Context: an optimization exercise on an open-source flow, tuned for small area, a short achievable clock period and few clock cycles. The choices shown serve that exercise and are no tape-out recipe. No functional check of the RTL was part of any run shown here. Power is estimated from default activity; no workload was simulated.

--- design/flow/run.sh ---
#!/bin/bash
# synth_recipe.tcl (not shown) runs the flow's synth.tcl, then flattens the netlist and writes it again
# the make line also repeats each setting of config.mk as NAME=value (left out here)
make -C /OpenROAD-flow-scripts/flow DESIGN_CONFIG=/design/flow/config.mk WORK_HOME=/design/flow/orfs CLKGATE_MAP_FILE= SYNTH_SCRIPT=/design/flow/synth_recipe.tcl finish
--- design/flow/config.mk ---
export PLATFORM = sky130hd
export DESIGN_NAME = ota_core
export DESIGN_NICKNAME = ota_core
export VERILOG_FILES = /design/flow/design.v
export SDC_FILE = /design/flow/constraint.sdc
export NUM_CORES = 4
export LEC_CHECK = 0
export CAP_MARGIN = 20
export CORE_MARGIN = 2
export CORE_UTILIZATION = 40
export SLEW_MARGIN = 20
--- design/flow/constraint.sdc ---
create_clock -name core_clock -period 10.0 [get_ports {clk}]
set_input_delay 2.0000 -clock core_clock [delete_from_list [all_inputs] [get_ports {clk}]]
set_output_delay 2.0000 -clock core_clock [all_outputs]
set_load 0.01 [all_outputs]
--- design/flow/design.v ---
module ota_core (
    input  wire        clk,
    input  wire        rst,
    input  wire        cmd_valid,
    output reg         cmd_ready,
    input  wire [2:0]  cmd_op,
    input  wire [31:0] cmd_arg,
    input  wire        in_valid,
    output reg         in_ready,
    input  wire [7:0]  in_data,
    output reg         rsp_valid,
    output reg  [31:0] rsp_data,
    output reg         out_valid,
    output reg  [7:0]  out_data,
    output reg         dict_we,
    output reg  [10:0] dict_waddr,
    output reg  [7:0]  dict_wdata,
    output reg  [10:0] dict_raddr,
    input  wire [7:0]  dict_rdata
);
    localparam [31:0] MAGIC_DEFAULT = 32'h45535033;
    localparam [2:0] OP_CFG_MAGIC = 3'd1;
    localparam [2:0] OP_START     = 3'd2;
    localparam [2:0] OP_POLL      = 3'd3;
    localparam [2:0] OP_PROGRESS  = 3'd4;
    localparam [2:0] OP_VERIFY    = 3'd5;
    localparam [2:0] OP_RELEASE   = 3'd6;
    localparam [31:0] RES_INPROGRESS = 32'd0;
    localparam [31:0] RES_DONE       = 32'd1;
    localparam [31:0] ERR_HDR_LENGTH = -32'sd8;
    localparam [31:0] ERR_HDR_MAGIC  = -32'sd9;
    localparam [31:0] ERR_CHECKSUM   = -32'sd10;
    localparam [31:0] ERR_DOWNLOAD   = -32'sd11;
    localparam [2:0] ST_IDLE      = 3'd0;
    localparam [2:0] ST_HEADER    = 3'd1;
    localparam [2:0] ST_FILE      = 3'd2;
    localparam [2:0] ST_COMPLETED = 3'd3;
    localparam [2:0] ST_MAGIC     = 3'd4;
    localparam [2:0] ST_ERROR     = 3'd5;
    reg [2:0]  st;
    reg        err_is_len;
    reg [31:0] magic_cfg;
    reg [32:0] rem;              
    reg [31:0] written;          
    reg        wrapped;          
    reg [31:0] crc;
    reg [31:0] hdr_crc;
    reg [4:0]  hdr_fill;
    reg        len_ok, mag_ok, lborrow;
    reg [31:0] cl;               
    reg        more;             
    reg [7:0]  b0, b1;           
    reg        v0, v1;
    reg [30:0] bitq;             
    reg [4:0]  bitcnt;
    reg [1:0]  nopp;             
    reg        rd_act;           
    reg        a_lit;            
    reg [4:0]  cnt;              
    reg        dv;               
    reg        d_lit;            
    reg [10:0] dp;               
    wire busy = !cmd_ready;      
    reg [31:0] crc_next;
    integer i;
    always @* begin
        crc_next = crc ^ {24'd0, b0};
        for (i = 0; i < 8; i = i + 1)
            crc_next = crc_next[0] ? ((crc_next >> 1) ^ 32'hEDB88320) : (crc_next >> 1);
    end
    wire active  = (st == ST_HEADER) || (st == ST_FILE) || (st == ST_COMPLETED);
    wire in_file = (st == ST_FILE);
    wire in_hdr  = (st == ST_HEADER);
    wire full_ok = bitq[30] ? (bitcnt >= 5'd9)  : (bitcnt >= 5'd16);
    wire part_ok = bitq[30] ? (bitcnt >= 5'd17) : (bitcnt >= 5'd24);
    wire tp      = (nopp != 2'd0) && full_ok;
    wire take    = tp && (!rd_act || cnt == 5'd0);
    wire [1:0] nopp_a = !full_ok ? 2'd0 :
                        take     ? {1'b0, nopp[1] && part_ok} :
                        (nopp[1] && !part_ok) ? 2'd1 : nopp;
    wire feed    = v0 && in_file && !nopp_a[1];
    wire ib_go   = v0 && (!in_file || !nopp_a[1]);
    wire cmd_fire = cmd_valid && cmd_ready;
    wire in_fire  = in_valid && in_ready;
    wire poll_end = busy && !more && !v0 && !tp && !rd_act && !dv;
    wire       fwd     = out_valid && (dp == written[10:0]);
    wire       wr_done = wrapped || (dp < written[10:0]);
    wire [7:0] dbyte   = d_lit ? dp[7:0] :
                         fwd ? out_data :
                         wr_done ? dict_rdata :
                         ((dp >= 11'd17) ? 8'h20 : 8'h00);
    wire [4:0]  shamt = take ? (bitq[30] ? 5'd9 : 5'd16) : 5'd0;
    wire [30:0] q1    = bitq << shamt;
    wire [4:0]  c1    = bitcnt - shamt;
    wire [7:0] rbyte = rem[8*hdr_fill[1:0] +: 8];
    wire [8:0] ldiff = {1'b0, rbyte} - {1'b0, (hdr_fill[1:0] == 2'd0) ? 8'd8 : {7'd0, lborrow}};
    wire v1_n   = (v1 && !ib_go) || (v0 && in_fire && !ib_go);
    wire more_n = in_fire ? (cl != 32'd1) : more;
    wire       r_arg = !busy && (cmd_op == OP_START) && !active;
    wire       r_wr  = !busy && (cmd_op == OP_PROGRESS) && active;
    reg  [4:0] r_code;
    always @* begin
        r_code = ERR_DOWNLOAD[4:0];
        if (busy) begin
            case (st)
            ST_HEADER:    r_code = RES_INPROGRESS[4:0];
            ST_COMPLETED: r_code = RES_DONE[4:0];
            ST_FILE:      r_code = (rem == 33'd20) ? RES_DONE[4:0] :
                                   (rem[32] || rem[31:0] < 32'd20) ? ERR_DOWNLOAD[4:0] :
                                   RES_INPROGRESS[4:0];
            ST_MAGIC:     r_code = ERR_HDR_MAGIC[4:0];
            ST_ERROR:     r_code = err_is_len ? ERR_HDR_LENGTH[4:0] : ERR_DOWNLOAD[4:0];
            default:      r_code = ERR_DOWNLOAD[4:0];
            endcase
        end else begin
            case (cmd_op)
            OP_CFG_MAGIC: r_code = active ? ERR_DOWNLOAD[4:0] : RES_DONE[4:0];
            OP_PROGRESS, OP_VERIFY: begin
                if (st == ST_MAGIC)
                    r_code = ERR_HDR_MAGIC[4:0];
                else if (st == ST_ERROR)
                    r_code = err_is_len ? ERR_HDR_LENGTH[4:0] : ERR_DOWNLOAD[4:0];
                else if (cmd_op == OP_VERIFY && st == ST_COMPLETED)
                    r_code = (~crc == hdr_crc) ? RES_DONE[4:0] : ERR_CHECKSUM[4:0];
                else
                    r_code = ERR_DOWNLOAD[4:0];
            end
            OP_RELEASE:   r_code = RES_DONE[4:0];
            default:      r_code = ERR_DOWNLOAD[4:0];
            endcase
        end
    end
    always @* begin
        dict_we    = out_valid;
        dict_wdata = out_data;
        dict_waddr = written[10:0];
    end
    always @(posedge clk) begin
        rsp_data <= r_arg ? cmd_arg : r_wr ? written : {{27{r_code[4]}}, r_code};
        if (rst) begin
            st        <= ST_IDLE;
            cmd_ready <= 1'b1;
            in_ready  <= 1'b0;
            more      <= 1'b0;
            magic_cfg <= MAGIC_DEFAULT;
            rsp_valid <= 1'b0;
            out_valid <= 1'b0;
            v0        <= 1'b0;
            v1        <= 1'b0;
            nopp      <= 2'd0;
            rd_act    <= 1'b0;
            dv        <= 1'b0;
        end else begin
            rsp_valid <= cmd_fire ? (cmd_op != OP_POLL) : poll_end;
            if (cmd_fire) begin
                case (cmd_op)
                OP_CFG_MAGIC: if (!active) magic_cfg <= cmd_arg;
                OP_START: if (!active) begin
                    rem      <= {1'b0, cmd_arg};
                    crc      <= 32'hFFFFFFFF;
                    hdr_fill <= 5'd0;
                    len_ok   <= 1'b1;
                    mag_ok   <= 1'b1;
                    lborrow  <= 1'b0;
                    bitq     <= 31'd0;
                    bitcnt   <= 5'd0;
                    nopp     <= 2'd0;
                    st       <= ST_HEADER;
                end
                OP_RELEASE: st <= ST_IDLE;
                default: ;
                endcase
            end
            if (cmd_fire && cmd_op == OP_POLL) begin
                cmd_ready <= 1'b0;
                cl        <= cmd_arg;
                more      <= (cmd_arg != 32'd0);
                in_ready  <= (cmd_arg != 32'd0);
            end else begin
                if (in_fire)
                    cl <= cl - 32'd1;
                more     <= more_n;
                in_ready <= more_n && !v1_n;
            end
            if (ib_go) begin
                b0 <= (v1 || !in_fire) ? b1 : in_data;
                v0 <= v1 || in_fire;
            end else if (in_fire && !v0) begin
                b0 <= in_data;
                v0 <= 1'b1;
            end
            if (in_fire && (v1 ? ib_go : (v0 && !ib_go)))
                b1 <= in_data;
            v1 <= v1_n;
            if (ib_go) begin
                if (in_hdr) begin
                    hdr_fill <= hdr_fill + 5'd1;
                    if (hdr_fill[4:2] == 3'd0) begin
                        len_ok  <= len_ok && (b0 == ldiff[7:0]);
                        lborrow <= ldiff[8];
                    end
                    if (hdr_fill[4:2] == 3'd1)
                        hdr_crc <= {b0, hdr_crc[31:8]};
                    if (hdr_fill[4:2] == 3'd2)
                        mag_ok <= mag_ok && (b0 == magic_cfg[8*hdr_fill[1:0] +: 8]);
                    if (hdr_fill >= 5'd8)
                        crc <= crc_next;
                    if (hdr_fill == 5'd19) begin
                        if (!len_ok || lborrow) begin
                            st         <= ST_ERROR;
                            err_is_len <= 1'b1;
                        end else if (!mag_ok) begin
                            st <= ST_MAGIC;
                        end else begin
                            st <= ST_FILE;
                        end
                    end
                end else if (in_file) begin
                    crc <= crc_next;
                    rem <= rem - 33'd1;
                end
            end
            if (feed) begin
                bitq   <= q1 | ({b0, 23'd0} >> c1);
                bitcnt <= c1 + 5'd8;
            end else if (take) begin
                bitq   <= q1;
                bitcnt <= c1;
            end
            if (in_file)
                nopp <= nopp_a + {1'b0, feed};
            if (take) begin
                rd_act <= 1'b1;
                a_lit  <= bitq[30];
                dict_raddr <= bitq[30] ? {3'd0, bitq[29:22]} : bitq[29:19] + 11'd17;
                cnt        <= bitq[30] ? 5'd0 : {1'b0, bitq[18:15]} + 5'd1;
            end else begin
                if (cnt == 5'd0)
                    rd_act <= 1'b0;
                a_lit      <= 1'b0;
                dict_raddr <= dict_raddr + 11'd1;
                cnt        <= cnt - 5'd1;
            end
            dv    <= rd_act;
            d_lit <= a_lit;
            dp    <= dict_raddr;
            out_valid <= dv;
            out_data  <= dbyte;
            if (out_valid) begin
                written <= written + 32'd1;
                if (written[10:0] == 11'd2047)
                    wrapped <= 1'b1;
            end
            if (poll_end) begin
                cmd_ready <= 1'b1;
                if (in_file) begin
                    if (rem == 33'd20) begin
                        st <= ST_COMPLETED;
                    end else if (rem[32] || rem[31:0] < 32'd20) begin
                        st         <= ST_ERROR;
                        err_is_len <= 1'b0;
                    end
                end
            end
            if (cmd_fire && cmd_op == OP_START && !active) begin
                written <= 32'd0;
                wrapped <= 1'b0;
            end
        end
    end
endmodule
==> flow_summary.json, run 1 <==
{
  "clock_power_share_pct": 40.8,
  "path_class": "input pin to register",
  "track_usage_pct": 22.56,
  "wl_per_cell_um": 21.50,
  "die-area_sq_um": 49930,
  "fin_crit_ps": 4841,
  "synth_top_area_cell": "edfxtp_1",
  "core_region_area_sq_um": 47650,
  "ys_types": 79,
  "dp_slack_ps": 4684,
  "p_per_area_nw_per_um2": 154.0,
  "syn-cell-area_sq_um": 19260,
  "ir_worst_vdd_mv": 0.09008,
  "critPathLaunchType": "input pin",
  "period_share_pct": 48.41,
  "viasPerCell": 5.881,
  "synth_flop_cell": "edfxtp_1",
  "placed_area_sq_um": 21020,
  "drc": 0,
  "intPower_mw": 2.582,
  "clockBufferDepth": 3,
  "hold_path_end": "d_lit",
  "required_ps": 10380,
  "yosysMostFrequentCell": "edfxtp_1",
  "regToRegSetupSlack_ps": 5770,
  "numCtsBuffers": 38,
  "synth_seq_cells": 338,
  "syn_area_per_cell_sq_um": 9.980,
  "hpwl_mm": 39.90,
  "antenna_found_initial": 1,
  "finalInstanceArea_sq_um": 22260,
  "dr.pass1.iters": 6,
  "antenna_left": 0,
  "power_mw": 3.429,
  "cts_htree_levels": 2,
  "fillers": 4461,
  "die_y_um": 223.4,
  "synth_edf_count": 260,
  "timing.final.ws_setup_ps": 5159,
  "num_rows": 80,
  "cts.sinks": 338,
  "cp.arrival_ps": 5220,
  "status": "no timing/DRC/antenna violations",
  "start_util_pct": 40.43,
  "synthCells": 1930,
  "cts_root_buffer": "clkbuf_16",
  "swShare_pct": 24.70,
  "clock_latency_ps": 560,
  "num_antenna_cells": 0,
  "cts.clk_slew.worst_paths_ps": 60,
  "synthToLayoutAreaGrowth_pct": 15.56,
  "r2r-end": "bitq[13]",
  "vias": 15520,
  "finClkSkew_ps": 19.66,
  "yosysTopAreaCellShare_pct": 40.53,
  "holdPathStages": 0,
  "r2r_cells": 9,
  "worst_slew_pin_slew_ps": 1127,
  "rsz0062_at_grt": "no",
  "max_cap_violations": 0,
  "portBuffers": 129,
  "synth_warnings": 1,
  "cts_resized": 0,
  "syn_nets": 2014,
  "grt-ovfl-total": 0,
  "routabilityCongestion": 0.8799,
  "layout-drive-gt1-share_pct": 8.651,
  "cts_tree": "done",
  "synthTopCellsByCount": "edfxtp_1 (260), nand2_1 (191), nor2_1 (157), a21oi_1 (133), o21ai_0 (111)",
  "setup_viol_count_final": 0,
  "timing.fmax_mhz": 206.6,
  "placed_cells": 2570,
  "async_flop_share_pct": 0,
  "grt_max_degree": 74,
  "maxSlewViolCount": 0,
  "grt_pass1_wl_mm": 88.42,
  "hp-start": "a_lit",
  "critPathCaptureType": "register",
  "fin_setup_tns_ps": 0,
  "leakage_nw": 7.435,
  "hold_buffers": 0,
  "grt_pass1_vias": 15010,
  "cts_post_setup_buffers_inserted": 0,
  "slew_headroom_pct": 24.86,
  "p_seq_share_pct": 47.8,
  "layout.nets": 2079,
  "drt-total-wl_mm": 56.72,
  "drt_iter0_markers": 1618,
  "worstPathMaxFanout": 71,
  "ios": 130,
  "hold_viol_final": 0,
  "synthTopCellsByArea": "edfxtp_1 (41%), dfxtp_1 (8.1%), xnor2_1 (4.9%)",
  "min_path_type": "register to register",
  "yosysSeqAreaShare_pct": 48.64,
  "regToRegStartpoint": "bitcnt[0]",
  "pwr-share-comb_pct": 11.4,
  "finalNonFillerCells": 2638,
  "power.switching_mw": 0.8469,
  "die_w_um": 223.4
}
[power by group through the flow]
stage | Combinational, mW | Clock, mW | Sequential, mW
floorplan | 0.238 | 0 | 1.65
global placement | 0.383 | 0 | 1.66
detailed placement | 0.390 | 0 | 1.67
CTS | 0.392 | 1.43 | 1.64
global route | 0.426 | 1.48 | 1.64
finish | 0.392 | 1.40 | 1.64
[logic make-up after synthesis]
logic type,after synthesis,share of synthesized area (%)
buf+inv,192,4.177
flops,338,48.64
fa+ha+maj,29,1.884
xor+xnor,200,9.094
compound gates,437,14.85
simple gates,678,17.16
mux,56,4.196
[layout make-up]
| cell class | count | area, sq um | share of cell area [%] |
|---|---|---|---|
| clock buffers | 52 | 1099 | 4.935 |
| clock inverters | 16 | 133.9 | 0.6015 |
| inverters | 64 | 242.7 | 1.091 |
| multi-input cells | 1400 | 9159 | 41.15 |
| flip-flops and latches | 338 | 9369 | 42.09 |
| well taps | 615 | 769.5 | 3.457 |
| repair buffers | 153 | 1486 | 6.678 |
[flip-flops by register name, indices dropped and copies added, names as in the netlist, 8 cells and up]
name and flops:
out_data 8, crc 32, magic_cfg 32, dp 11
hdr_crc 32, written 32, rsp_data 32, dict_raddr 11
cl 32, b1 8, rem 33, b0 8
bitq 31
[worst max-delay path, cell delays in order]
cell and delay [ps]:
clkdlybuf4s50_1 540, nor2b_1 250, nand3_1 270, nor2_4 210, buf_4 660, inv_1 130, nand2_1 690, o21ai_0 210
a21boi_0 250
[how the worst max path moves through the flow]
stage | depth (start not counted) | endpoint | from | slack, ps
final | 9 | rem[29] | cmd_op[1] | 5160
after global routing | 9 | rem[30] | cmd_op[1] | 4920
after CTS | 9 | rem[29] | cmd_op[1] | 5260
after floorplan | 2 | hdr_crc[0] | rst | 3920
after global placement | 8 | written[20] | cmd_op[1] | 4820
after detailed placement | 9 | rem[15] | cmd_op[1] | 4680
[through the flow]
stage	hold WS [ps]	utilization [%]
detailed placement	419.4	44.11
finish	430.6	46.72
global placement	404.9	44.03
CTS	433.3	46.69
floorplan	400.3	-
global route	447.5	46.72
[cells in the final DEF (no fill, tap or decap), types with 27 or more instances in the layout]
cell	n
nor3_1	78
inv_1	62
nor2_1	155
xor2_1	93
o21ai_0	111
mux2i_1	28
nand2_1	191
clkbuf_16	41
nand3_1	68
edfxtp_1	260
dfxtp_1	78
nand4_1	28
or3_1	27
ha_1	29
o221a_2	33
xnor2_1	107
a21oi_1	131
clkdlybuf4s50_1	128
[routing by layer]
layer / global-route usage (%) / part of all wire, % / routed length [um]
met1: 31.30 / 44 / 25080
met2: 36.24 / 47 / 26510
met3: 3.569 / 6.6 / 3722
met4: 7.054 / 2.5 / 1396
met5: 0 / 0.021 / 12
==> run 2, diff against run 1 <==
--- a/design/flow/config.mk
+++ b/design/flow/config.mk
@@ -6,6 +6,8 @@
 export NUM_CORES = 4
 export LEC_CHECK = 0
+export ABC_CLOCK_PERIOD_IN_PS = 3000
 export CAP_MARGIN = 20
 export CORE_MARGIN = 2
 export CORE_UTILIZATION = 40
+export SETUP_SLACK_MARGIN = 5
 export SLEW_MARGIN = 20
==> run 2 against run 1 <==
Die area is the same. Flip-flop and latch count is the same. Total power grew 2.3%. Sequential power is essentially flat. Routed wire length is essentially flat. Critical path type unchanged. Highest routed layer unchanged.
==> flow_summary.json, run 2 <==
{
  "status": "no timing/DRC/antenna violations",
  "critPathCaptureType": "register",
  "cp.arrival_ps": 4880,
  "die_w_um": 223.4,
  "use_met1_pct": 31.71,
  "min_path_type": "register to register",
  "cts_tree": "done",
  "numCtsBuffers": 39,
  "viasPerCell": 5.881,
  "clock_latency_ps": 560,
  "top_register": "rem",
  "fin_setup_tns_ps": 0,
  "worstPathMaxFanout": 71,
  "routabilityCongestion": 0.8879,
  "cts_htree_levels": 2,
  "drt-total-wl_mm": 56.72,
  "synthTopCellsByCount": "edfxtp_1 (260), nand2_1 (191), nor2_1 (157), a21oi_1 (133), o21ai_0 (111)",
  "period_share_pct": 45.98,
  "rsz0062_at_grt": "no",
  "vias": 15540,
  "syn_nets": 2014,
  "leakage_nw": 7.493,
  "wl_per_cell_um": 21.47,
  "ios": 130,
  "synth_seq_cells": 338,
  "antenna_found_initial": 1,
  "drc": 0,
  "synth_edf_count": 260,
  "hold_viol_final": 0,
  "path_class": "input pin to register",
  "layout-drive-gt1-share_pct": 8.979,
  "final_common_cell": "edfxtp_1",
  "core_region_area_sq_um": 47650,
  "p_per_area_nw_per_um2": 156.8,
  "synth_warnings": 1,
  "clockBufferDepth": 3,
  "setup_viol_count_final": 0,
  "grt_pass1_vias": 14750,
  "grt_pass1_wl_mm": 87.67,
  "worst_slew_pin_slew_ps": 1124,
  "max_cap_violations": 0,
  "critPathLaunchType": "input pin",
  "die-area_sq_um": 49930,
  "synthTopCellsByArea": "edfxtp_1 (41%), dfxtp_1 (8.1%), xnor2_1 (4.9%)",
  "finClkSkew_ps": 17.71,
  "final_core_util_pct": 46.95,
  "largest_reg_flops": 33,
  "path_cells": "clkdlybuf4s50_1 > nor2b_1 > nand3_1 > nor2_4 > buf_4 > inv_1 > buf_4 > and2_1 > o21ai_0 > o21ai_0",
  "yosysMostFrequentCell": "edfxtp_1",
  "num_rows": 80,
  "syn-cell-area_sq_um": 19260,
  "synthCells": 1930,
  "grt.busiest_layer": "met2",
  "layout.nets": 2081,
  "use_met3_pct": 4.122,
  "portBuffers": 129,
  "yosysTopAreaCellShare_pct": 40.53,
  "placed_area_sq_um": 21020,
  "antenna_left": 0,
  "fillers": 4368,
  "fin_crit_ps": 4598,
  "synthToLayoutAreaGrowth_pct": 16.14,
  "die_y_um": 223.4,
  "synth_flop_cell": "edfxtp_1",
  "grt_util_met2_pct": 35.35,
  "cts_root_buffer": "clkbuf_16",
  "timing.final.ws_setup_ps": 5402,
  "hpwl_mm": 39.61,
  "required_ps": 10290,
  "power_mw": 3.507,
  "ir_worst_vdd_mv": 0.1113,
  "dr.pass1.iters": 6,
  "grt-ovfl-total": 0,
  "track_usage_pct": 22.47,
  "start_util_pct": 40.43,
  "maxSlewViolCount": 0,
  "syn_area_per_cell_sq_um": 9.980,
  "synth_top_area_cell": "edfxtp_1",
  "slew_headroom_pct": 25.06,
  "cts.clk_slew.worst_paths_ps": 60,
  "timing.fmax_mhz": 217.5,
  "critPathSlowestCell": "buf_4",
  "grt_max_degree": 72,
  "async_flop_share_pct": 0,
  "num_antenna_cells": 0,
  "cts.sinks": 338,
  "final_cell_mix": "edfxtp_1 (260), nand2_1 (190), nor2_1 (154), a21oi_1 (131), clkdlybuf4s50_1 (128)",
  "max_stage_delay_ps": 660,
  "ys_types": 79,
  "drt_iter0_markers": 1608,
  "yosysSeqAreaShare_pct": 48.64,
  "finalInstanceArea_sq_um": 22370,
  "dp_slack_ps": 4702
}
==> run 2: cell counts after synthesis <==
No cell type changed its count.
==> run 2: kinds of logic after synthesis <==
group / count (synthesis) / synth area share (%)
DFF: 338 / 48.64
muxes: 56 / 4.196
xor gates and xnor gates: 200 / 9.094
and+or+nand+nor: 678 / 17.16
adders and majority gates: 29 / 1.884
buffers and inverters: 192 / 4.177
AOI/OAI and AO/OA: 437 / 14.85
==> run 2: final timing paths <==
kind	to	slack, ps	depth (start not counted)	from
worst max-delay path	hdr_fill[2]	5400	10	cmd_op[1]
worst min-delay path	d_lit	440	0	a_lit
worst max register to register	bitq[13]	5720	9	bitcnt[0]
worst min register to register	d_lit	440	0	a_lit
==> run 2: layer usage <==
metal | share of wire, % | up-vias
met5 | 0.028 | -
met4 | 2.4 | 2
met3 | 7.4 | 95
met2 | 46 | 588
met1 | 44 | 7557
li1 | - | 7296
==> run 2: final cells by class <==
type / instances / area [sq um] / share of cell area [%]
clock inverters: 19 / 177.7 / 0.7942
inverters: 64 / 242.7 / 1.085
multi-input cells: 1400 / 9170 / 40.99
well taps: 615 / 769.5 / 3.440
clock buffers: 52 / 1129 / 5.045
repair buffers: 154 / 1514 / 6.767
flip-flops and latches: 338 / 9369 / 41.88
==> run 2: metrics by stage <==
stage               hold slack (ps)  instances
global placement              403.2       2569
detailed placement            426.9       2570
finish                        436.2       2642
global route                  442.7       2642
CTS                           441.3       2641
floorplan                     400.3       1930
==> run 2: what timing repair did <==
item                       4_1_cts  5_1_grt
hold buffers                     0        0
resized for setup                0        1
buffers inserted                 0        0
setup endpoints to repair        0        2
hold endpoints to repair         0        0
==> run 2: worst max-delay path, delay by kind of cell <==
kind            cells  cell delay, ps
simple gates        4             970
compound gates      2             250
buf+inv             4            1650
==> run 2: where the power goes <==
group,leakage (nW),total [mW],internal [mW],switching [mW]
Sequential,3.08,1.64,1.57,0.0611
Clock,0.645,1.48,0.873,0.604
Combinational,3.77,0.395,0.186,0.208
==> run 3, diff against run 2 <==
==> design/flow/flow/run.sh (new file) <==
#!/bin/bash
set -euo pipefail
bash standard.sh SETUP_SLACK_MARGIN=7 finish > standard_flow.log 2>&1
==> design/flow/standard.sh (new file) <==
#!/bin/bash
# synth_recipe.tcl (not shown) runs the flow's synth.tcl, then flattens the netlist and writes it again
# the make line also repeats each setting of config.mk as NAME=value (left out here)
make -C /OpenROAD-flow-scripts/flow DESIGN_CONFIG=/design/flow/config.mk WORK_HOME=/design/flow/orfs CLKGATE_MAP_FILE= SYNTH_SCRIPT=/design/flow/synth_recipe.tcl "${@:-finish}"
--- a/design/flow/config.mk
+++ b/design/flow/config.mk
@@ -10,4 +10,3 @@
 export CORE_MARGIN = 2
 export CORE_UTILIZATION = 40
-export SETUP_SLACK_MARGIN = 5
 export SLEW_MARGIN = 20
removed: design/flow/run.sh
==> run 3 against run 2 <==
Critical path depth decreased by 9. Die area unchanged. Critical path type is now register to output port. Critical endpoint is now dict_raddr[5]. Clock skew increased by 12 ps. Highest routed layer is now met4. Hold slack got worse by 8.7 ps.
==> flow_summary.json, run 3 <==
{
  "critPathLaunch": "dict_raddr[5]",
  "hold_viol_final": 0,
  "required_ps": 8000,
  "clock_latency_ps": 590,
  "largest_reg_flops": 33,
  "core_region_area_sq_um": 47650,
  "num_antenna_cells": 0,
  "finalInstanceArea_sq_um": 24450,
  "wl_per_cell_um": 21.94,
  "cts.sinks": 338,
  "ir_worst_vdd_mv": 0.1212,
  "grt-ovfl-total": 0,
  "syn-cell-area_sq_um": 19260,
  "critPathCaptureType": "output port",
  "maxSlewViolCount": 0,
  "dr.pass1.iters": 6,
  "die_y_um": 223.4,
  "synthTopCellsByCount": "edfxtp_1 (260), nand2_1 (191), nor2_1 (157), a21oi_1 (133), o21ai_0 (111)",
  "yosysMostFrequentCell": "edfxtp_1",
  "die-area_sq_um": 49930,
  "routabilityCongestion": 0.8696,
  "hp-start": "a_lit",
  "antenna_found_initial": 0,
  "use_met3_pct": 4.307,
  "start_util_pct": 40.43,
  "viasPerCell": 5.891,
  "final_core_util_pct": 51.32,
  "path_cells": "buf_6",
  "crit_path_end": "dict_raddr[5]",
  "top_register": "rem",
  "critPathLaunchType": "register",
  "placed_area_sq_um": 21400,
  "grt_pass1_wl_mm": 91.36,
  "drc": 0,
  "die_w_um": 223.4,
  "worstPathMaxFanout": 4,
  "cts_htree_levels": 2,
  "worst-path-stages": 1,
  "layout.nets": 2211,
  "finClkSkew_ps": 29.89,
  "leakage_nw": 8.640,
  "setup_viol_count_final": 0,
  "clockBufferDepth": 3,
  "regToRegStartpoint": "rem[1]",
  "numCtsBuffers": 39,
  "regToRegSetupSlack_ps": 6960,
  "worst_slew_pin_slew_ps": 941.1,
  "use_met1_pct": 32.39,
  "synth_seq_cells": 338,
  "p_per_area_nw_per_um2": 146.9,
  "max_cap_violations": 0,
  "status": "no timing/DRC/antenna violations",
  "num_rows": 80,
  "cp.arrival_ps": 1210,
  "hold_buffers": 0,
  "async_flop_share_pct": 0,
  "track_usage_pct": 23.39,
  "placed_cells": 2570,
  "synth_edf_count": 260,
  "grt_max_degree": 74,
  "rsz0062_at_grt": "yes",
  "cts_tree": "done",
  "synth_top_area_cell": "edfxtp_1",
  "yosysSeqAreaShare_pct": 48.64,
  "synth_warnings": 1,
  "synthToLayoutAreaGrowth_pct": 26.95,
  "r2r_cells": 8,
  "timing.fmax_mhz": 311.6,
  "drt_iter0_markers": 1698,
  "fin_crit_ps": 3209,
  "syn_area_per_cell_sq_um": 9.980,
  "critPathSlowestCell": "edfxtp_1",
  "cts.clk_slew.worst_paths_ps": 50,
  "fin_setup_tns_ps": 0,
  "ys_types": 79,
  "vias": 16320,
  "syn_nets": 2014,
  "period_share_pct": 32.09,
  "max_stage_delay_ps": 470,
  "portBuffers": 129,
  "crit_family": "flip-flops",
  "grt.busiest_layer": "met2",
  "ios": 130,
  "cts_root_buffer": "clkbuf_16",
  "finalNonFillerCells": 2771,
  "layout-drive-gt1-share_pct": 23.24,
  "drt-total-wl_mm": 60.80,
  "grt_pass1_vias": 15480,
  "hpwl_mm": 38.72,
  "antenna_left": 0,
  "critPathBufInv": 1,
  "synthCells": 1930,
  "grt_util_met2_pct": 36.93,
  "final_cell_mix": "edfxtp_1 (260), nand2_1 (171), nor2_1 (150), a21oi_1 (128), buf_4 (110)",
  "path_class": "register to output port",
  "yosysTopAreaCellShare_pct": 40.53,
  "synth_flop_cell": "edfxtp_1",
  "min_path_type": "register to register",
  "final_common_cell": "edfxtp_1",
  "synthTopCellsByArea": "edfxtp_1 (41%), dfxtp_1 (8.1%), xnor2_1 (4.9%)",
  "slew_headroom_pct": 36.68,
  "r2r-end": "rem[21]"
}
run 3: how the worst min path moves through the flow:
stage | to | slack [ps] | cells after the start
after detailed placement | d_lit | 420 | 0
after global placement | d_lit | 410 | 0
after global routing | d_lit | 450 | 0
after floorplan | d_lit | 400 | 0
final | d_lit | 430 | 0
after CTS | d_lit | 430 | 0
run 3: logic make-up (layout without fill, tap and decap cells):
family | Yosys count | in the layout | share of synthesized area, %
simple gates | 678 | 681 | 17.16
compound gates | 437 | 439 | 14.85
flops | 338 | 338 | 48.64
xor+xnor | 200 | 200 | 9.094
buf+inv | 192 | 413 | 4.177
mux | 56 | 56 | 4.196
fa+ha+maj | 29 | 29 | 1.884
run 3: through the flow:
stage | worst slack, ps | hold WS [ps] | power, mW
global placement | 5332 | 410.2 | 2.066
CTS | 6765 | 433.5 | 3.586
finish | 6791 | 427.5 | 3.591
global route | 6762 | 447.5 | 3.697
detailed placement | 5262 | 419.6 | 2.072
floorplan | 6263 | 400.3 | 1.913
run 3: repair_timing:
action | CTS | global route
endpoints found under the hold margin | 0 | 0
setup endpoints to repair | 514 | 313
cloned | 9 | 3
gates resized for setup | 482 | 88
pin swaps | 14 | 32
setup buffers | 69 | 50
run 3: per-layer routing:
| metal | vias up | routed length, um |
|---|---|---|
| met1 | 7926 | 25650 |
| met2 | 726 | 28050 |
| met5 | - | 0 |
| li1 | 7547 | - |
| met4 | 0 | 2208 |
| met3 | 124 | 4893 |
run 3: layout make-up:
type                            count  area [sq um]
Fill cell                        4175         23190
Multi-Input combinational cell   1405         10070
Sequential cell                   338          9405
Timing Repair Buffer              279          2623
Clock buffer                       52          1056
Tap cell                          615         769.5
Inverter                           64         269.0
Clock inverter                     18         256.5
run 3: power breakdown:
group	switching (mW)	total, mW	internal, mW	leakage, nW
registers	0.0603	1.64	1.58	3.08
logic	0.237	0.453	0.216	4.92
clock network	0.620	1.50	0.883	0.639
==> run 4, diff against run 3 <==
--- a/design/flow/design.v
+++ b/design/flow/design.v
@@ -83,4 +83,6 @@
     wire cmd_fire = cmd_valid && cmd_ready;
     wire in_fire  = in_valid && in_ready;
+    wire do_start = cmd_fire && (cmd_op == OP_START) && !active;
+    wire do_poll  = cmd_fire && (cmd_op == OP_POLL);
     wire poll_end = busy && !more && !v0 && !tp && !rd_act && !dv;
     wire       fwd     = out_valid && (dp == written[10:0]);
@@ -137,5 +139,4 @@
     end
     always @(posedge clk) begin
-        rsp_data <= r_arg ? cmd_arg : r_wr ? written : {{27{r_code[4]}}, r_code};
         if (rst) begin
             st        <= ST_IDLE;
@@ -153,119 +154,98 @@
         end else begin
             rsp_valid <= cmd_fire ? (cmd_op != OP_POLL) : poll_end;
-            if (cmd_fire) begin
-                case (cmd_op)
-                OP_CFG_MAGIC: if (!active) magic_cfg <= cmd_arg;
-                OP_START: if (!active) begin
-                    rem      <= {1'b0, cmd_arg};
-                    crc      <= 32'hFFFFFFFF;
-                    hdr_fill <= 5'd0;
-                    len_ok   <= 1'b1;
-                    mag_ok   <= 1'b1;
-                    lborrow  <= 1'b0;
-                    bitq     <= 31'd0;
-                    bitcnt   <= 5'd0;
-                    nopp     <= 2'd0;
-                    st       <= ST_HEADER;
-                end
-                OP_RELEASE: st <= ST_IDLE;
-                default: ;
-                endcase
-            end
-            if (cmd_fire && cmd_op == OP_POLL) begin
-                cmd_ready <= 1'b0;
-                cl        <= cmd_arg;
-                more      <= (cmd_arg != 32'd0);
-                in_ready  <= (cmd_arg != 32'd0);
+            cmd_ready <= cmd_ready ? !do_poll : poll_end;
+            if (cmd_fire && cmd_op == OP_CFG_MAGIC && !active)
+                magic_cfg <= cmd_arg;
+            if (do_start)
+                st <= ST_HEADER;
+            else if (cmd_fire && cmd_op == OP_RELEASE)
+                st <= ST_IDLE;
+            else if (ib_go && in_hdr && hdr_fill == 5'd19)
+                st <= (!len_ok || lborrow) ? ST_ERROR : (!mag_ok ? ST_MAGIC : ST_FILE);
+            else if (poll_end && in_file && (rem == 33'd20))
+                st <= ST_COMPLETED;
+            else if (poll_end && in_file && (rem[32] || rem[31:0] < 32'd20))
+                st <= ST_ERROR;
+            if (do_poll) begin
+                more     <= (cmd_arg != 32'd0);
+                in_ready <= (cmd_arg != 32'd0);
             end else begin
-                if (in_fire)
-                    cl <= cl - 32'd1;
                 more     <= more_n;
                 in_ready <= more_n && !v1_n;
             end
-            if (ib_go) begin
-                b0 <= (v1 || !in_fire) ? b1 : in_data;
-                v0 <= v1 || in_fire;
-            end else if (in_fire && !v0) begin
-                b0 <= in_data;
-                v0 <= 1'b1;
+            v0 <= ib_go ? (v1 || in_fire) : (v0 || in_fire);
+            v1 <= v1_n;
+            if (do_start)
+                nopp <= 2'd0;
+            else if (in_file)
+                nopp <= nopp_a + {1'b0, feed};
+            rd_act    <= take || (rd_act && cnt != 5'd0);
+            dv        <= rd_act;
+            out_valid <= dv;
+        end
+    end
+    always @(posedge clk) begin
+        rsp_data <= r_arg ? cmd_arg : r_wr ? written : {{27{r_code[4]}}, r_code};
+        if (cmd_fire && cmd_op == OP_POLL)
+            cl <= cmd_arg;
+        else if (in_fire)
+            cl <= cl - 32'd1;
+        if (ib_go || !v0)
+            b0 <= v1 ? b1 : in_data;
+        if (!v1)
+            b1 <= in_data;
+        if (poll_end && in_file)
+            err_is_len <= 1'b0;
+        if (do_start) begin
+            rem      <= {1'b0, cmd_arg};
+            crc      <= 32'hFFFFFFFF;
+            hdr_fill <= 5'd0;
+            len_ok   <= 1'b1;
+            mag_ok   <= 1'b1;
+            lborrow  <= 1'b0;
+        end else if (ib_go) begin
+            if (in_hdr) begin
+                hdr_fill <= hdr_fill + 5'd1;
+                if (hdr_fill[4:2] == 3'd0) begin
+                    len_ok  <= len_ok && (b0 == ldiff[7:0]);
+                    lborrow <= ldiff[8];
+                end
+                if (hdr_fill[4:2] == 3'd1)
+                    hdr_crc <= {b0, hdr_crc[31:8]};
+                if (hdr_fill[4:2] == 3'd2)
+                    mag_ok <= mag_ok && (b0 == magic_cfg[8*hdr_fill[1:0] +: 8]);
+                if (hdr_fill >= 5'd8)
+                    crc <= crc_next;
+                if (hdr_fill == 5'd19)
+                    err_is_len <= 1'b1;
+            end else if (in_file) begin
+                crc <= crc_next;
+                rem <= rem - 33'd1;
             end
-            if (in_fire && (v1 ? ib_go : (v0 && !ib_go)))
-                b1 <= in_data;
-            v1 <= v1_n;
-            if (ib_go) begin
-                if (in_hdr) begin
-                    hdr_fill <= hdr_fill + 5'd1;
-                    if (hdr_fill[4:2] == 3'd0) begin
-                        len_ok  <= len_ok && (b0 == ldiff[7:0]);
-                        lborrow <= ldiff[8];
-                    end
-                    if (hdr_fill[4:2] == 3'd1)
-                        hdr_crc <= {b0, hdr_crc[31:8]};
-                    if (hdr_fill[4:2] == 3'd2)
-                        mag_ok <= mag_ok && (b0 == magic_cfg[8*hdr_fill[1:0] +: 8]);
-                    if (hdr_fill >= 5'd8)
-                        crc <= crc_next;
-                    if (hdr_fill == 5'd19) begin
-                        if (!len_ok || lborrow) begin
-                            st         <= ST_ERROR;
-                            err_is_len <= 1'b1;
-                        end else if (!mag_ok) begin
-                            st <= ST_MAGIC;
-                        end else begin
-                            st <= ST_FILE;
-                        end
-                    end
-                end else if (in_file) begin
-                    crc <= crc_next;
-                    rem <= rem - 33'd1;
-                end
-            end
-            if (feed) begin
-                bitq   <= q1 | ({b0, 23'd0} >> c1);
-                bitcnt <= c1 + 5'd8;
-            end else if (take) begin
-                bitq   <= q1;
-                bitcnt <= c1;
-            end
-            if (in_file)
-                nopp <= nopp_a + {1'b0, feed};
-            if (take) begin
-                rd_act <= 1'b1;
-                a_lit  <= bitq[30];
-                dict_raddr <= bitq[30] ? {3'd0, bitq[29:22]} : bitq[29:19] + 11'd17;
-                cnt        <= bitq[30] ? 5'd0 : {1'b0, bitq[18:15]} + 5'd1;
-            end else begin
-                if (cnt == 5'd0)
-                    rd_act <= 1'b0;
-                a_lit      <= 1'b0;
-                dict_raddr <= dict_raddr + 11'd1;
-                cnt        <= cnt - 5'd1;
-            end
-            dv    <= rd_act;
-            d_lit <= a_lit;
-            dp    <= dict_raddr;
-            out_valid <= dv;
-            out_data  <= dbyte;
-            if (out_valid) begin
-                written <= written + 32'd1;
-                if (written[10:0] == 11'd2047)
-                    wrapped <= 1'b1;
-            end
-            if (poll_end) begin
-                cmd_ready <= 1'b1;
-                if (in_file) begin
-                    if (rem == 33'd20) begin
-                        st <= ST_COMPLETED;
-                    end else if (rem[32] || rem[31:0] < 32'd20) begin
-                        st         <= ST_ERROR;
-                        err_is_len <= 1'b0;
-                    end
-                end
-            end
-            if (cmd_fire && cmd_op == OP_START && !active) begin
-                written <= 32'd0;
-                wrapped <= 1'b0;
-            end
-        end
+        end
+        if (do_start) begin
+            bitq   <= 31'd0;
+            bitcnt <= 5'd0;
+        end else if (feed) begin
+            bitq   <= q1 | ({b0, 23'd0} >> c1);
+            bitcnt <= c1 + 5'd8;
+        end else if (take) begin
+            bitq   <= q1;
+            bitcnt <= c1;
+        end
+        if (take) begin
+            a_lit      <= bitq[30];
+            dict_raddr <= bitq[30] ? {3'd0, bitq[29:22]} : bitq[29:19] + 11'd17;
+            cnt        <= bitq[30] ? 5'd0 : {1'b0, bitq[18:15]} + 5'd1;
+        end else begin
+            a_lit      <= 1'b0;
+            dict_raddr <= dict_raddr + 11'd1;
+            cnt        <= cnt - 5'd1;
+        end
+        d_lit    <= a_lit;
+        dp       <= dict_raddr;
+        out_data <= dbyte;
+        written  <= do_start ? 32'd0 : written + {31'd0, out_valid};
+        wrapped  <= do_start ? 1'b0 : (wrapped || (out_valid && written[10:0] == 11'd2047));
     end
 endmodule
--- a/design/flow/config.mk
+++ b/design/flow/config.mk
@@ -9,4 +9,4 @@
 export CAP_MARGIN = 20
 export CORE_MARGIN = 2
-export CORE_UTILIZATION = 40
+export CORE_UTILIZATION = 60
 export SLEW_MARGIN = 20
==> run 4 against run 3 <==
Count of clock-buffer cells in the layout grew 1. Hold slack lost 100 ps. Total power grew 11%. Die area shrank 39%. Cell area shrank 12%. Register-to-register slack lost 150 ps. First-iteration DRC count shrank 17%. Global-route usage grew 9.6 points. Area after synthesis shrank 10%. Flip-flop and latch count is the same. Critical endpoint is now bitq[6]. Largest power group unchanged.
==> flow_summary.json, run 4 <==
{
  "largest_reg_flops": 33,
  "p_per_area_nw_per_um2": 185.8,
  "yosysMostFrequentCell": "dfxtp_1",
  "clock_latency_ps": 530,
  "num_rows": 62,
  "yosysSeqAreaShare_pct": 45.48,
  "synth_seq_cells": 338,
  "ys_types": 73,
  "synthToLayoutAreaGrowth_pct": 24.03,
  "drt_iter0_markers": 1408,
  "grt_pass1_wl_mm": 79.26,
  "final_common_cell": "nand2_1",
  "pwr-share-comb_pct": 21.4,
  "grt_max_degree": 67,
  "synthTopCellsByArea": "dfxtp_1 (26%), edfxtp_1 (19%), xnor2_1 (6.0%)",
  "critPathLaunchType": "register",
  "intPower_mw": 2.857,
  "clockBufferDepth": 3,
  "syn_nets": 1920,
  "timing.fmax_mhz": 313.8,
  "dr.pass1.iters": 6,
  "finClkSkew_ps": 11.37,
  "vias": 14840,
  "syn_area_per_cell_sq_um": 9.452,
  "cts_htree_levels": 2,
  "wl_per_cell_um": 21.43,
  "hold_viol_final": 0,
  "placed_cells": 2241,
  "clock_power_share_pct": 35.9,
  "power_mw": 3.996,
  "synth_top_area_cell": "dfxtp_1",
  "numCtsBuffers": 38,
  "critPathCaptureType": "register",
  "die_y_um": 174.0,
  "power.switching_mw": 1.139,
  "cts.clk_slew.worst_paths_ps": 60,
  "worst_slew_pin_slew_ps": 1088,
  "layout.nets": 2074,
  "fin_crit_ps": 3187,
  "portBuffers": 129,
  "routabilityCongestion": 0.8805,
  "leakage_nw": 7.898,
  "finalNonFillerCells": 2401,
  "maxSlewViolCount": 0,
  "yosysTopAreaCellShare_pct": 26.09,
  "max_cap_violations": 0,
  "synth_warnings": 1,
  "fin_setup_tns_ps": 0,
  "grt_pass1_vias": 14400,
  "required_ps": 10410,
  "synth_edf_count": 112,
  "drc": 0,
  "viasPerCell": 6.180,
  "hold_buffers": 0,
  "final_core_util_pct": 75.36,
  "syn-cell-area_sq_um": 17340,
  "swShare_pct": 28.50,
  "synthTopCellsByCount": "dfxtp_1 (226), nand2_1 (219), nor2_1 (169), xnor2_1 (119), edfxtp_1 (112)",
  "synthCells": 1835,
  "final_cell_mix": "nand2_1 (209), dfxtp_1 (188), nor2_1 (164), xnor2_1 (117), edfxtp_1 (112)",
  "worstPathMaxFanout": 6,
  "start_util_pct": 60.76,
  "rsz0062_at_grt": "yes",
  "cts.sinks": 338,
  "cp.arrival_ps": 3600,
  "die_w_um": 174.0,
  "dp_slack_ps": 4734,
  "status": "no timing/DRC/antenna violations",
  "async_flop_share_pct": 0,
  "core_region_area_sq_um": 28550,
  "ir_worst_vdd_mv": 0.2464,
  "p_seq_share_pct": 42.7,
  "timing.final.ws_setup_ps": 6813,
  "setup_viol_count_final": 0,
  "hpwl_mm": 31.85,
  "antenna_found_initial": 0,
  "period_share_pct": 31.87,
  "cts_tree": "done",
  "num_antenna_cells": 0,
  "antenna_left": 0,
  "grt-ovfl-total": 0,
  "ios": 130,
  "synth_flop_cell": "dfxtp_1",
  "track_usage_pct": 33.04,
  "cts_root_buffer": "clkbuf_16",
  "min_path_type": "register to register",
  "drt-total-wl_mm": 51.45,
  "die-area_sq_um": 30280,
  "path_class": "register to register",
  "fillers": 2120,
  "top_register": "rem",
  "layout-drive-gt1-share_pct": 20.38,
  "slew_headroom_pct": 27.30
}
-- run 4: cell count changes in the layout (fill, tap and decap cells not counted), moves of 22 or more --
cell	change
nor3_1	-39
o221a_4	-27
nand2_1	+38
o22a_1	+28
edfxtp_1	-148
nand3_1	-33
buf_4	-42
o21ai_0	-47
and2_1	+22
o211ai_1	+29
dfxtp_1	+133
inv_1	-26
a21oi_1	-32
-- run 4: metal layers --
metal  global-route usage, %  routed length, um
met1                   42.89              20690
met2                   54.93              24490
met3                   5.140               3918
met4                   14.43               2356
met5                       0                  0
-- run 4: logic make-up after synthesis --
logic type / count (synthesis) / share of synthesized area [%]
muxes: 62 / 5.201
adders and majority gates: 30 / 2.164
buffers and inverters: 153 / 3.751
and+or+nand+nor: 670 / 18.43
AOI/OAI and AO/OA: 350 / 13.17
DFF: 338 / 45.48
xor gates and xnor gates: 232 / 11.80
-- run 4: cell type report --
cell class              count  area, sq um  area share [%]
clock inverters            15        176.4          0.8201
multi-input cells        1353         9602           44.63
repair buffers            221         2026           9.417
inverters                  37        140.1          0.6514
well taps                 384        480.5           2.233
clock buffers              53         1110           5.159
flip-flops and latches    338         7978           37.08
-- run 4: final timing paths --
path / start / to / slack [ps] / cells after the start
worst min-delay path: a_lit / d_lit / 330 / 0
worst min register to register: a_lit / d_lit / 330 / 0
worst max-delay path: cnt[0] / bitq[6] / 6810 / 11
worst max register to register: cnt[0] / bitq[6] / 6810 / 11
-- run 4: through the flow --
step | hold WS, ps | cell area [sq um]
after floorplan | 309.6 | 17730
after global placement | 317.9 | 18810
after detailed placement | 320.3 | 18810
after CTS | 327.0 | 20990
after global routing | 330.6 | 21510
final | 326.2 | 21510
-- run 4: power by group through the flow --
stage | clock network (mW) | logic, mW | registers, mW
final | 1.44 | 0.855 | 1.71
after floorplan | 0 | 0.489 | 1.70
after detailed placement | 0 | 0.744 | 1.73
after global placement | 0 | 0.724 | 1.73
after global routing | 1.50 | 0.927 | 1.72
after CTS | 1.45 | 0.812 | 1.70
-- run 4: worst max-delay path, stage by stage, from the launching register on --
cell and delay [ps]:
dfxtp_2 320, inv_2 70, ha_4 120, or4b_4 520, a221oi_4 330, buf_4 170, buf_8 130, xnor2_4 170
mux4_2 600, o2bb2ai_2 160, a31o_1 230, a32o_1 260
-- run 4: repair_timing --
| item | CTS | global route |
|---|---|---|
| setup endpoints to repair | 385 | 194 |
| cloned | 11 | 1 |
| gates resized for setup | 499 | 74 |
| setup buffers | 61 | 19 |
| pin swaps | 25 | 29 |
==> run 5, diff against run 4 <==
--- a/design/flow/config.mk
+++ b/design/flow/config.mk
@@ -9,4 +9,4 @@
 export CAP_MARGIN = 20
 export CORE_MARGIN = 2
-export CORE_UTILIZATION = 60
+export CORE_UTILIZATION = 40
 export SLEW_MARGIN = 20
==> run 5 against run 4 <==
Routed wire length rose by 2.1%. Final cell count rose by 8.7%. First-iteration DRC count fell by 23%. Area after synthesis did not move. Critical endpoint is now dict_wdata[5]. Highest routed layer is now met5.
==> flow_summary.json, run 5 <==
{
  "wl_per_cell_um": 20.13,
  "r2r-end": "bitq[6]",
  "required_ps": 8000,
  "top_register": "rem",
  "synthTopCellsByArea": "dfxtp_1 (26%), edfxtp_1 (19%), xnor2_1 (6.0%)",
  "period_share_pct": 30.98,
  "placed_cells": 2443,
  "critPathLaunchType": "register",
  "max_cap_violations": 0,
  "finalNonFillerCells": 2611,
  "start_util_pct": 40.35,
  "drt-total-wl_mm": 52.55,
  "min_path_type": "register to register",
  "core_region_area_sq_um": 42980,
  "layout.nets": 2081,
  "layout-drive-gt1-share_pct": 22.41,
  "yosys.area_share.xor_xnor_pct": 11.80,
  "synth-compound-area-share_pct": 13.17,
  "synthCells": 1835,
  "die_w_um": 212.2,
  "maxSlewViolCount": 0,
  "final_cell_mix": "nand2_1 (208), dfxtp_1 (167), nor2_1 (164), xnor2_1 (116), edfxtp_1 (112)",
  "path_class": "register to output port",
  "grt_util_met2_pct": 36.86,
  "syn_area_per_cell_sq_um": 9.452,
  "crit_path_end": "dict_wdata[5]",
  "num_antenna_cells": 0,
  "worst-path-stages": 1,
  "antenna_left": 0,
  "syn_nets": 1920,
  "critPathLaunch": "out_data[5]",
  "hpwl_mm": 33.75,
  "antenna_found_initial": 4,
  "use_met1_pct": 30.08,
  "grt_pass1_wl_mm": 80.16,
  "vias": 14520,
  "finClkSkew_ps": 12.09,
  "critPathCaptureType": "output port",
  "synthToLayoutAreaGrowth_pct": 26.66,
  "path_cells": "buf_2",
  "portBuffers": 129,
  "status": "no timing/DRC/antenna violations",
  "viasPerCell": 5.560,
  "fillers": 3932,
  "use_met3_pct": 5.140,
  "fin_setup_tns_ps": 0,
  "timing.fmax_mhz": 322.8,
  "synth_edf_count": 112,
  "yosysMostFrequentCell": "dfxtp_1",
  "rsz0062_at_grt": "yes",
  "numCtsBuffers": 40,
  "track_usage_pct": 22.95,
  "cts_htree_levels": 2,
  "hold_viol_final": 0,
  "synth_flop_cell": "dfxtp_1",
  "yosysTopAreaCellShare_pct": 26.09,
  "crit_family": "flip-flops",
  "regToRegStartpoint": "cnt[0]",
  "synthTopCellsByCount": "dfxtp_1 (226), nand2_1 (219), nor2_1 (169), xnor2_1 (119), edfxtp_1 (112)",
  "clock_latency_ps": 550,
  "p_per_area_nw_per_um2": 190.0,
  "clockBufferDepth": 3,
  "syn-cell-area_sq_um": 17340,
  "setup_viol_count_final": 0,
  "num_rows": 76,
  "async_flop_share_pct": 0,
  "synthAdderAreaFrac_pct": 2.164,
  "regToRegSetupSlack_ps": 6970,
  "worst_slew_pin_slew_ps": 988.7,
  "routabilityCongestion": 0.8706,
  "cts_root_buffer": "clkbuf_16",
  "slew_headroom_pct": 33.48,
  "die-area_sq_um": 45040,
  "grt_max_degree": 67,
  "final_common_cell": "nand2_1",
  "ir_worst_vdd_mv": 0.1800,
  "grt_pass1_vias": 14160,
  "hold_buffers": 0,
  "dp_slack_ps": 4796,
  "leakage_nw": 7.965,
  "r2r_cells": 10,
  "critPathBufInv": 1,
  "power_mw": 4.173,
  "critPathSlowestCell": "edfxtp_1",
  "timing.final.ws_setup_ps": 6902,
  "cts.sinks": 338,
  "drc": 0,
  "synthMuxAreaShare_pct": 5.201,
  "grt-ovfl-total": 0,
  "worstPathMaxFanout": 2,
  "grt.busiest_layer": "met2",
  "synth_top_area_cell": "dfxtp_1",
  "largest_reg_flops": 33,
  "fin_crit_ps": 3098,
  "cts.clk_slew.worst_paths_ps": 60,
  "max_stage_delay_ps": 390,
  "synth_top_family_by_area": "simple AND/OR/NAND/NOR gates",
  "ys_types": 73,
  "die_y_um": 212.2,
  "ios": 130,
  "dr.pass1.iters": 8,
  "drt_iter0_markers": 1085,
  "synth_seq_cells": 338,
  "yosysSeqAreaShare_pct": 45.48,
  "synth-simple-area-share_pct": 18.43,
  "cts_tree": "done",
  "synth_warnings": 1,
  "cp.arrival_ps": 1100
}
run 5: how the worst min path moves through the flow:
stage / from / slack [ps] / depth (start not counted) / end
2_1_floorplan: a_lit / 310 / 0 / d_lit
4_1_cts: a_lit / 340 / 0 / d_lit
3_3_place_gp: a_lit / 320 / 0 / d_lit
5_1_grt: a_lit / 350 / 0 / d_lit
6_report: a_lit / 330 / 0 / d_lit
3_5_place_dp: a_lit / 320 / 0 / d_lit
run 5: kinds of logic (layout without fill, tap and decap cells):
logic type,count (synthesis),in the layout
buffers and inverters,153,340
adders and majority gates,30,30
and+or+nand+nor,670,674
xor gates and xnor gates,232,232
muxes,62,62
AOI/OAI and AO/OA,350,350
DFF,338,338
run 5: cell type report:
cell class                      instances  area [sq um]  area share, %
Clock buffer                           61          1266          5.764
Clock inverter                         11         128.9         0.5866
Inverter                               37         142.6         0.6493
Multi-Input combinational cell       1348          9540          43.43
Sequential cell                       338          8006          36.44
Tap cell                              585         732.0          3.332
Timing Repair Buffer                  231          2152          9.796
run 5: report_power, final:
| part | switching (mW) | leakage [nW] | internal, mW |
|---|---|---|---|
| clock network | 0.589 | 0.684 | 0.949 |
| logic | 0.456 | 4.37 | 0.465 |
| registers | 0.140 | 2.91 | 1.57 |
run 5: metal layers:
layer | vias up | part of all wire, %
li1 | 6873 | -
met1 | 7053 | 44
met2 | 468 | 46
met3 | 114 | 6.4
met4 | 8 | 3.5
met5 | - | 0.074
run 5: metrics by stage:
stage	util (%)	area, sq um	hold slack, ps
3_3_place_gp	44.34	19060	318.5
2_1_floorplan	-	17730	309.6
5_1_grt	51.11	21970	351.2
3_5_place_dp	44.34	19060	319.0
6_report	51.11	21970	333.4
4_1_cts	49.88	21440	339.9
run 5: timing repair:
| action | in CTS | in global routing |
|---|---|---|
| setup buffers | 70 | 19 |
| gates resized for setup | 531 | 124 |
| gates cloned | 6 | 1 |
| endpoints found under the setup margin | 385 | 241 |
| pin swaps | 25 | 34 |
==> run 6, diff against run 5 <==
==> design/flow/flow/run.sh (replaced) <==
#!/bin/bash
set -euo pipefail
bash standard.sh SETUP_SLACK_MARGIN=7.3 finish > standard_flow.log 2>&1
==> run 6 against run 5 <==
Flip-flop and latch count did not move. Utilization rose by 5.0 points. Highest routed layer is now met4. Still clean. Clock power fell by 4%. Critical path depth rose by 13. Largest cell class unchanged. Sequential share of layout area fell by 3.2 points.
==> flow_summary.json, run 6 <==
{
  "wl_per_cell_um": 22.59,
  "portBuffers": 129,
  "status": "no timing/DRC/antenna violations",
  "async_flop_share_pct": 0,
  "grt_pass1_vias": 14900,
  "yosysMostFrequentCell": "dfxtp_1",
  "yosysTopAreaCellShare_pct": 26.09,
  "synth_edf_count": 112,
  "routabilityCongestion": 0.8545,
  "core_region_area_sq_um": 42980,
  "die_w_um": 212.2,
  "start_util_pct": 40.35,
  "critPathLaunch": "cnt[1]",
  "num_antenna_cells": 0,
  "leakage_nw": 8.857,
  "num_rows": 76,
  "slew_headroom_pct": 9.855,
  "fin_crit_ps": 3181,
  "drt-total-wl_mm": 60.51,
  "r2r-end": "bitq[14]",
  "layout-drive-gt1-share_pct": 34.35,
  "synthCells": 1835,
  "final_common_cell": "dfxtp_1",
  "rsz0062_at_grt": "yes",
  "timing.fmax_mhz": 314.4,
  "syn_nets": 1920,
  "worst_slew_pin_slew_ps": 1349,
  "holdWs_ps": 342.7,
  "synthMuxAreaShare_pct": 5.201,
  "cts_htree_levels": 2,
  "drt_iter0_markers": 1385,
  "crit_path_end": "bitq[14]",
  "grt-ovfl-total": 0,
  "synthTopCellsByArea": "dfxtp_1 (26%), edfxtp_1 (19%), xnor2_1 (6.0%)",
  "syn_area_per_cell_sq_um": 9.452,
  "synthAdderAreaFrac_pct": 2.164,
  "dp_slack_ps": 4824,
  "placed_cells": 2444,
  "p_per_area_nw_per_um2": 172.6,
  "fin_setup_tns_ps": 0,
  "cts.sinks": 338,
  "ys_types": 73,
  "clockBufferDepth": 3,
  "synthToLayoutAreaGrowth_pct": 39.07,
  "viasPerCell": 5.753,
  "final_cell_mix": "dfxtp_1 (170), nand2_1 (163), nor2_1 (129), xnor2_1 (113), edfxtp_1 (112)",
  "grt_max_degree": 62,
  "critPathLaunchType": "register",
  "vias": 15410,
  "layout.nets": 2146,
  "yosys.area_share.xor_xnor_pct": 11.80,
  "synth_warnings": 1,
  "regToRegStartpoint": "cnt[1]",
  "cts_tree": "done",
  "power_mw": 4.163,
  "largest_reg_flops": 33,
  "hp-start": "a_lit",
  "synth_top_family_by_area": "simple AND/OR/NAND/NOR gates",
  "period_share_pct": 31.81,
  "timing.final.ws_setup_ps": 6819,
  "synthTopCellsByCount": "dfxtp_1 (226), nand2_1 (219), nor2_1 (169), xnor2_1 (119), edfxtp_1 (112)",
  "regToRegSetupSlack_ps": 6820,
  "maxSlewViolCount": 0,
  "max_cap_violations": 0,
  "die_y_um": 212.2,
  "numCtsBuffers": 40,
  "die-area_sq_um": 45040,
  "cts_root_buffer": "clkbuf_16",
  "worstPathMaxFanout": 4,
  "synth_top_area_cell": "dfxtp_1",
  "antenna_left": 0,
  "finalNonFillerCells": 2678,
  "hold_viol_final": 0,
  "final_core_util_pct": 56.12,
  "placed_area_sq_um": 19180,
  "path_class": "register to register",
  "hpwl_mm": 34.06,
  "cp.arrival_ps": 3680,
  "top_register": "rem",
  "required_ps": 10500,
  "drc": 0,
  "min_path_type": "register to register",
  "ir_worst_vdd_mv": 0.1133,
  "synth-compound-area-share_pct": 13.17,
  "track_usage_pct": 25.48,
  "hold_buffers": 0,
  "setup_viol_count_final": 0,
  "critPathCaptureType": "register",
  "finClkSkew_ps": 21.57,
  "r2r_cells": 14,
  "cts.clk_slew.worst_paths_ps": 60,
  "dr.pass1.iters": 5,
  "antenna_found_initial": 0,
  "clock_latency_ps": 580,
  "syn-cell-area_sq_um": 17340,
  "grt_pass1_wl_mm": 87.68,
  "synth_seq_cells": 338,
  "synth_flop_cell": "dfxtp_1",
  "finalInstanceArea_sq_um": 24120,
  "yosysSeqAreaShare_pct": 45.48,
  "ios": 130,
  "synth-simple-area-share_pct": 18.43
}
-- run 6: cell counts after synthesis --
Identical to the previous run, type by type.
-- run 6: what timing repair did --
item,in CTS,in global routing
pin swaps,83,109
cloned,24,12
resized for setup,808,273
setup endpoints to repair,393,317
buffers inserted,93,31
-- run 6: power breakdown --
part           switching [mW]  internal (mW)  total, mW
Combinational           0.488          0.478      0.966
Clock                   0.620          0.862       1.48
Sequential              0.143           1.57       1.72
-- run 6: worst min-delay path by stage --
stage / slack (ps) / cells past startpoint / end
final: 340 / 0 / d_lit
after global routing: 340 / 0 / d_lit
after CTS: 340 / 0 / d_lit
after detailed placement: 310 / 0 / d_lit
after global placement: 320 / 0 / d_lit
after floorplan: 310 / 0 / d_lit
-- run 6: critical path: stages (launching register included) --
cell	delay, ps
dfxtp_2	320
inv_2	70
ha_4	120
or4b_4	510
a221oi_4	350
nor2b_4	220
ha_4	160
nand2b_4	60
a221oi_2	260
o32a_1	270
nand2_4	90
buf_4	170
nor3_4	210
o21ai_1	130
a21oi_1	170
-- run 6: cell families after synthesis --
family | count (synthesis)
AO/OA/AOI/OAI | 350
XOR/XNOR | 232
adder cells (fa/ha/maj) | 30
buffers and inverters | 153
flip-flops | 338
multiplexers | 62
AND/OR/NAND/NOR | 670
-- run 6: final cells by class --
cell class                 count  area, sq um
fill                        3646        18860
multi-input combinational   1358        10690
sequential                   338         8010
timing repair buffer         286         3241
clock buffer                  57         1115
tap                          585        732.0
clock inverter                17        191.4
inverter                      37        140.1
-- run 6: per-layer routing --
metal / up-vias / part of all wire, % / track usage, %
met3: 152 / 7.0 / 4.978
met2: 659 / 48 / 42.07
li1: 7032 / - / -
met5: - / 0 / 0
met1: 7564 / 41 / 32.95
met4: 0 / 3.7 / 9.863

afterwards: timing with drivers on the ports:
The results above use ideal ports. As a check the final layouts listed here were re-extracted and re-timed, cells and wires unchanged.
Step 1 assumes that a clkbuf_16 drives the clock port and a buf_2 every other input.
Step 2 moves the port delays by t, midway between the first and last clock arrival at a register: inputs arrive t later, outputs are due t later. That takes back most of the time a late clock gives input paths.
Slacks: ideal ports / drivers / drivers and shift; pairs: ideal ports / drivers.
run	shift t [ns]	setup WS [ns]	latest minus earliest clock arrival (ns)	worst data-port slew with drivers (ns)
run 1	0.605	5.159 / 5.114 / 4.508	0.020 / 0.021	0.11
run 2	0.612	5.402 / 5.371 / 4.759	0.020 / 0.020	0.10
run 3	0.634	6.791 / 6.733 / 6.243	0.030 / 0.030	0.06
run 4	0.571	6.813 / 6.813 / 6.412	0.014 / 0.014	0.09
run 5	0.603	6.902 / 6.848 / 6.404	0.016 / 0.017	0.08
run 6	0.623	6.819 / 6.819 / 6.406	0.023 / 0.023	0.10
After both steps every run listed still meets setup and hold. The setup slack of run 1, which loses most, moves by -0.045 ns with the drivers and by -0.651 ns with both steps.
